This is an optimization exercise on Yosys and OpenROAD, whose aim is small area, not a production implementation. The RTL was checked by simulation tests, not by an equivalence proof against the original design. The clock port is modelled as an ideal driver, which makes a skipped or thinned clock tree look cheaper than it is; a real chip needs a root buffer or a tree. Power and IR drop assume default switching activity.

==> v28: inputs <==
Design ws_core, start of the top module:
module ws_core (
    input  wire       clk,
    input  wire       rst,
    input  wire [2:0] pins,
    input  wire       adc_eoc,
    input  wire [7:0] adc_drl,
    input  wire [7:0] adc_drh,
    output reg        adc_ch,
    output reg        adc_en,
    output wire       adc_start,
    input  wire       bus_valid,
    input  wire [2:0] bus_op,
    input  wire [7:0] bus_data,
    output reg  [7:0] bus_rdata,
    output reg        bus_rvalid,
    output wire       host_ready
);
==> module ws_core, before the edit <==
module ws_core (
    input  wire       clk,
    input  wire       rst,
    input  wire [2:0] pins,
    input  wire       adc_eoc,
    input  wire [7:0] adc_drl,
    input  wire [7:0] adc_drh,
    output reg        adc_ch,
    output reg        adc_en,
    output wire       adc_start,
    input  wire       bus_valid,
    input  wire [2:0] bus_op,
    input  wire [7:0] bus_data,
    output reg  [7:0] bus_rdata,
    output reg        bus_rvalid,
    output wire       host_ready
);
    localparam [13:0] T_LOAD = 14'h0001;    
    localparam [13:0] T_END  = 14'h1fd0;    
    reg  [2:0]  sync1, sync2, port;
    reg         ev_rtc, ev_rain, ev_wind;   
    reg  [13:0] timer;
    reg         running;
    reg         ready;
    reg         seq_a, seq_b;               
    reg  [15:0] rain, wind;
    reg  [9:0]  uv, dir;
    reg         rcode;
    reg  [2:0]  cmd;                        
    reg         pend;
    reg  [1:0]  phase;                      
    reg  [7:0]  tx0;
    reg         aa;
    reg  [7:0]  t_rl;
    reg  [15:0] t_w;
    reg  [9:0]  t_d, t_u;
    reg  [3:0]  cur;
    reg         a1, a8;
    reg         ff;
    wire ex      = pend;
    wire c1      = ex && cmd == 3'd1;
    wire c2      = ex && cmd == 3'd2;
    wire c3      = ex && cmd == 3'd3;
    wire c4      = ex && cmd == 3'd4;
    wire c5      = ex && cmd == 3'd5;
    wire cs      = c2 || ev_rtc;                    
    wire run_m   = cs || running;
    wire expire  = running && timer == T_END;
    wire en_m    = cs || adc_en;
    wire ch_m    = !cs && adc_ch;
    wire done    = adc_eoc && en_m;
    wire [9:0] adc_value = {adc_drh[1:0], adc_drl};
    wire srx     = phase[0];
    wire stx     = phase == 2'b10;
    wire b_start = bus_valid && bus_op == 3'd0;
    wire b_write = bus_valid && bus_op == 3'd1;
    wire b_read  = bus_valid && bus_op == 3'd2;
    wire b_nack  = bus_valid && bus_op == 3'd3;
    wire b_stop  = bus_valid && bus_op == 3'd4;
    wire b_berr  = bus_valid && bus_op == 3'd5;
    wire match   = bus_data[7:1] == 7'h50;
    wire deliver = (a8 && !cur[3]) || (a1 && !cur[0]);
    wire [15:0] rain_m = c5 ? 16'd0 : rain;
    wire [15:0] wind_m = cs ? 16'd0 : wind;
    always @(posedge clk) begin
        sync1 <= pins;
        sync2 <= sync1;
        port  <= sync2;
    end
    always @(posedge clk) begin
        timer <= cs ? T_LOAD : {timer[12:0], timer[13] ^ timer[0]};
    end
    always @(posedge clk) begin
        if (rst) begin
            ev_rtc  <= 1'b0;
            ev_rain <= 1'b0;
            ev_wind <= 1'b0;
        end else begin
            ev_rtc  <= port[0] && !sync2[0];
            ev_rain <= !port[1] && sync2[1];
            ev_wind <= !port[2] && sync2[2];
        end
    end
    always @(posedge clk) begin
        if (rst) begin
            running <= 1'b0;
            ready   <= 1'b0;
        end else begin
            running <= cs || (running && !expire);
            ready   <= !cs && (ready || expire);
        end
    end
    always @(posedge clk) begin
        if (rst) begin
            adc_en <= 1'b0;
            adc_ch <= 1'b0;
            seq_a  <= 1'b0;
            seq_b  <= 1'b0;
        end else begin
            adc_en <= en_m && !(done && ch_m);
            adc_ch <= ch_m || done;
            if (cs || (done && !ch_m)) begin
                seq_a <= 1'b1;
                seq_b <= 1'b1;
            end else begin
                seq_a <= !seq_a && seq_b;
                seq_b <= seq_a && seq_b;
            end
        end
    end
    always @(posedge clk) begin
        if (rst) begin
            rain <= 16'd0;
            wind <= 16'd0;
            uv   <= 10'd0;
            dir  <= 10'd0;
        end else begin
            rain <= rain_m + {15'd0, ev_rain};
            wind <= wind_m + {15'd0, ev_wind && run_m};
            if (done && !ch_m) uv  <= adc_value;
            if (done && ch_m)  dir <= adc_value;
        end
    end
    always @(posedge clk) begin
        if (rst) begin
            rcode <= 1'b1;
            cmd   <= 3'd0;
            pend  <= 1'b0;
            phase <= 2'b00;
            a1    <= 1'b0;
            a8    <= 1'b0;
            bus_rvalid <= 1'b0;
        end else begin
            if (c1) rcode <= 1'b0;
            if (b_write && phase == 2'b01)
                cmd <= (bus_data[7:3] == 5'd0) ? bus_data[2:0] : 3'd0;
            pend <= b_stop && srx;
            if (b_start)
                phase <= match ? (bus_data[0] ? 2'b10 : 2'b01) : 2'b00;
            else if (b_write && phase == 2'b01)
                phase <= 2'b11;
            else if (b_stop || b_berr || (b_nack && stx))
                phase <= 2'b00;
            if (ex) begin
                a1 <= c1 || c4;
                a8 <= c3;
            end
            bus_rvalid <= b_read && stx;
        end
    end
    always @(posedge clk) begin
        if (c1)
            tx0 <= {7'd0, rcode};
        else if (c4)
            tx0 <= {7'd0, ready};
        else if (c3)
            tx0 <= ready ? rain[15:8] : 8'hAA;
        if (c3) begin
            aa <= !ready;
            if (ready) begin
                t_rl <= rain[7:0];
                t_w  <= wind;
                t_d  <= dir;
                t_u  <= uv;
            end
        end
        if (ex || (b_start && match) || (b_nack && stx))
            cur <= 4'd0;
        else if (b_read && stx && deliver)
            cur <= cur + 4'd1;
        ff <= !deliver;
    end
    always @* begin
        case (cur[2:0])
            3'd1: bus_rdata = tx0;
            3'd2: bus_rdata = aa ? 8'hAA : t_rl;
            3'd3: bus_rdata = aa ? 8'hAA : t_w[15:8];
            3'd4: bus_rdata = aa ? 8'hAA : t_w[7:0];
            3'd5: bus_rdata = aa ? 8'hAA : {6'd0, t_d[9:8]};
            3'd6: bus_rdata = aa ? 8'hAA : t_d[7:0];
            3'd7: bus_rdata = aa ? 8'hAA : {6'd0, t_u[9:8]};
            default: bus_rdata = aa ? 8'hAA : t_u[7:0];
        endcase
        if (ff)
            bus_rdata = 8'hFF;
    end
    assign adc_start  = seq_a;
    assign host_ready = ready;
endmodule
export LEC_CHECK = 0
export CAP_MARGIN = 20
export CORE_MARGIN = 2
export CORE_UTILIZATION = 40
export SLEW_MARGIN = 20
create_clock -name core_clock -period 10.0 [get_ports {clk}]
run.sh (not shown) runs the stock make flow with config.mk's settings and CLKGATE_MAP_FILE= SYNTH_SCRIPT=/design/flow/synth_recipe.tcl, a recipe that flattens the netlist after the stock synthesis.
==> inputs of v33, as changes to v28 <==
--- a/flow/design.v
+++ b/flow/design.v
@@ -36,7 +36,6 @@
     reg  [9:0]  t_d, t_u;
     reg  [3:0]  cur;
     reg         a1, a8;
-    reg         ff;
     wire ex      = pend;
     wire c1      = ex && cmd == 3'd1;
     wire c2      = ex && cmd == 3'd2;
@@ -60,8 +59,26 @@
     wire b_berr  = bus_valid && bus_op == 3'd5;
     wire match   = bus_data[7:1] == 7'h50;
     wire deliver = (a8 && !cur[3]) || (a1 && !cur[0]);
-    wire [15:0] rain_m = c5 ? 16'd0 : rain;
-    wire [15:0] wind_m = cs ? 16'd0 : wind;
+    reg  [15:0] rain_inc, wind_inc;
+    reg  [16:0] rain_c, wind_c;
+    reg  [3:0]  cur_inc;
+    reg  [4:0]  cur_c;
+    integer i;
+    always @* begin
+        rain_c[0] = ev_rain;
+        wind_c[0] = ev_wind && run_m;
+        cur_c[0]  = 1'b1;
+        for (i = 0; i < 16; i = i + 1) begin
+            rain_inc[i]  = rain[i] ^ rain_c[i];
+            rain_c[i+1]  = rain[i] & rain_c[i];
+            wind_inc[i]  = wind[i] ^ wind_c[i];
+            wind_c[i+1]  = wind[i] & wind_c[i];
+        end
+        for (i = 0; i < 4; i = i + 1) begin
+            cur_inc[i]   = cur[i] ^ cur_c[i];
+            cur_c[i+1]   = cur[i] & cur_c[i];
+        end
+    end
     always @(posedge clk) begin
         sync1 <= pins;
         sync2 <= sync1;
@@ -115,8 +132,8 @@
             uv   <= 10'd0;
             dir  <= 10'd0;
         end else begin
-            rain <= rain_m + {15'd0, ev_rain};
-            wind <= wind_m + {15'd0, ev_wind && run_m};
+            rain <= c5 ? {15'd0, ev_rain} : rain_inc;
+            wind <= cs ? {15'd0, ev_wind} : wind_inc;
             if (done && !ch_m) uv  <= adc_value;
             if (done && ch_m)  dir <= adc_value;
         end
@@ -164,11 +181,10 @@
                 t_u  <= uv;
             end
         end
-        if (ex || (b_start && match) || (b_nack && stx))
+        if (!stx || b_start)
             cur <= 4'd0;
-        else if (b_read && stx && deliver)
-            cur <= cur + 4'd1;
-        ff <= !deliver;
+        else if (b_read)
+            cur <= deliver ? cur_inc : 4'd15;
     end
     always @* begin
         case (cur[2:0])
@@ -181,8 +197,10 @@
             3'd7: bus_rdata = aa ? 8'hAA : {6'd0, t_u[9:8]};
             default: bus_rdata = aa ? 8'hAA : t_u[7:0];
         endcase
-        if (ff)
+        if (cur[3] && cur[0])
             bus_rdata = 8'hFF;
+        if (!bus_rvalid)
+            bus_rdata = 8'h00;
     end
     assign adc_start  = seq_a;
     assign host_ready = ready;
==> flow/flow/run.sh (new file) <==
#!/bin/bash
# Standard ORFS layout with minimum-size port buffers and a hand-built
# two-level clock tree (flow/clock_tree.tcl, run as the CTS step's pre-hook).
set -euo pipefail
here=$(pwd)
bash standard.sh \
  "BUFFER_PORTS_ARGS=-buffer_cell sky130_fd_sc_hd__buf_1" \
  "PRE_CTS_TCL=$here/flow/clock_tree.tcl" \
  finish > flow.log 2>&1
==> flow/flow/clock_tree.tcl (new file) <==
# Manual clock tree: the clock port drives a few clock buffers directly, each
# feeding one cluster of registers. Clusters come from recursive median
# bisection of the register positions (along the longer side each time).
proc ctree_bisect { sinks nparts } {
  if {$nparts <= 1} { return [list $sinks] }
  set xs {}; set ys {}
  foreach s $sinks { lappend xs [lindex $s 1]; lappend ys [lindex $s 2] }
  set w [expr {[tcl::mathfunc::max {*}$xs] - [tcl::mathfunc::min {*}$xs]}]
  set h [expr {[tcl::mathfunc::max {*}$ys] - [tcl::mathfunc::min {*}$ys]}]
  set idx [expr {$w >= $h ? 1 : 2}]
  set sorted [lsort -real -index $idx $sinks]
  set na [expr {$nparts / 2}]
  set cut [expr {int(round(double([llength $sinks]) * $na / $nparts))}]
  return [concat [ctree_bisect [lrange $sorted 0 [expr {$cut - 1}]] $na] \
                 [ctree_bisect [lrange $sorted $cut end] [expr {$nparts - $na}]]]
}

proc build_clock_tree { nleaf master_name {root_name ""} } {
  set block [ord::get_db_block]
  set clknet [$block findNet clk]
  set master [[ord::get_db] findMaster $master_name]
  set sinks0 [$clknet getITerms]
  set sinks {}
  foreach it $sinks0 {
    set bb [[$it getInst] getBBox]
    lappend sinks [list $it [expr {([$bb xMin] + [$bb xMax]) / 2.0}] [expr {([$bb yMin] + [$bb yMax]) / 2.0}]]
  }
  set k 0
  set sizes {}
  foreach grp [ctree_bisect $sinks $nleaf] {
    set buf [odb::dbInst_create $block $master "clkbuf_leaf_$k"]
    set net [odb::dbNet_create $block "clknet_leaf_$k"]
    $net setSigType CLOCK
    [$buf findITerm A] connect $clknet
    [$buf findITerm X] connect $net
    set sx 0.0; set sy 0.0
    foreach s $grp {
      set it [lindex $s 0]
      $it disconnect
      $it connect $net
      set sx [expr {$sx + [lindex $s 1]}]; set sy [expr {$sy + [lindex $s 2]}]
    }
    set n [llength $grp]
    $buf setLocation [expr {int($sx / $n)}] [expr {int($sy / $n)}]
    $buf setPlacementStatus PLACED
    lappend sizes $n
    incr k
  }
  if {$root_name ne ""} {
    # one root buffer between the clock port and the leaf buffers, at their centre
    set rmaster [[ord::get_db] findMaster $root_name]
    set root [odb::dbInst_create $block $rmaster "clkbuf_root"]
    set rnet [odb::dbNet_create $block "clknet_root"]
    $rnet setSigType CLOCK
    set sx 0.0; set sy 0.0; set nl 0
    foreach it [$clknet getITerms] {
      set inst [$it getInst]
      $it disconnect
      $it connect $rnet
      set loc [$inst getLocation]
      set sx [expr {$sx + [lindex $loc 0]}]; set sy [expr {$sy + [lindex $loc 1]}]; incr nl
    }
    [$root findITerm A] connect $clknet
    [$root findITerm X] connect $rnet
    $root setLocation [expr {int($sx / $nl)}] [expr {int($sy / $nl)}]
    $root setPlacementStatus PLACED
  }
  puts "manual clock tree: [llength $sinks] sinks, $nleaf leaf buffers ($master_name), cluster sizes $sizes"
}

# Build the tree before ORFS's CTS step, which then only marks the clocks as
# propagated: the leaf clusters are already balanced.
build_clock_tree 8 sky130_fd_sc_hd__clkbuf_8 sky130_fd_sc_hd__clkbuf_8
rename clock_tree_synthesis triton_clock_tree_synthesis
proc clock_tree_synthesis { args } {
  set_propagated_clock [all_clocks]
}
==> flow/standard.sh (new file) <==
#!/bin/bash
# synth_recipe.tcl (not shown) runs the flow's synth.tcl, then flattens the netlist and writes it again
# the make line also repeats each setting of config.mk as NAME=value (left out here)
make -C /OpenROAD-flow-scripts/flow DESIGN_CONFIG=/design/flow/config.mk WORK_HOME=/design/flow/orfs CLKGATE_MAP_FILE= SYNTH_SCRIPT=/design/flow/synth_recipe.tcl "${@:-finish}"
removed: flow/run.sh
==> qor summary <==
Run status: v33 timing/DRC/antenna clean; v28 timing/DRC/antenna clean
Clock edge transition at the registers on the reported setup and hold paths: v33 110 ps; v28 60 ps
Fraction of synthesized cell area in xor and xnor cells: v33 0.596%; v28 3.37%
Delay contributed by the slowest stage of the critical path: v33 770 ps; v28 720 ps
Maximum number of pins on one net before global-route repair: v33 45; v28 47
Avg Cell Area, Syn: v33 11.8 µm²; v28 10.9 µm²
Met3 Resource Use GR: v33 1.50%; v28 3.87%
Total global-route track usage: v33 14.6%; v28 17.2%
Worst slew margin: v33 39.9%; v28 57.7%
Crit path time final: v33 4750 ps; v28 5050 ps
Leakage power: v33 0.00240 µW; v28 0.00257 µW
Post-Syn Area: v33 5880 µm²; v28 5970 µm²
Count of cell instances traversed by the critical path: v33 7; v28 6
Final worst-path cycle share: v33 47.5%; v28 50.5%
IR Drop Worst-Case VDD: v33 0.0750 mV; v28 0.131 mV
Via count of the routed design: v33 3688; v28 4192
Internal: v33 750 µW; v28 1080 µW
Multi-input gates: v33 316; v28 361
Portion of the post-synthesis area used by sequential elements: v33 59.3%; v28 58.7%
Number of sequential storage elements: v33 151; v28 152
Clock distribution power: v33 250 µW; v28 649 µW
GR Layer Usage met2: v33 24.2%; v28 26.6%
The clock cells of v33 come from the design's own scripts or RTL, not from TritonCTS.

-- separate check: timing with driven ports --
Ports are ideal in the flow. The routed layouts listed here were re-timed in OpenROAD. Step 1: set_driving_cell puts a clkbuf_16 on clk and a buf_2 on each other input, an assumption about the parent block. Step 2 moves the port delays by t, midway between the first and last clock arrival at a register: inputs arrive t later, outputs are due t later. That takes back most of the time a late clock gives input paths. Slacks: ideal ports / drivers / drivers and shift; pairs: ideal ports / drivers.
| run | t, ns | slack for setup (ns) | hold slack, ns | worst slew at a driven data input, ns |
|---|---|---|---|---|
| v28 | 0.457 | 4.949 / 4.907 / 5.364 | 0.326 / 0.326 / 0.326 | 0.04 |
| v33 | 0.426 | 5.249 / 5.216 / 5.492 | 0.337 / 0.337 / 0.337 | 0.04 |
After both steps setup and hold are still met in every run listed.
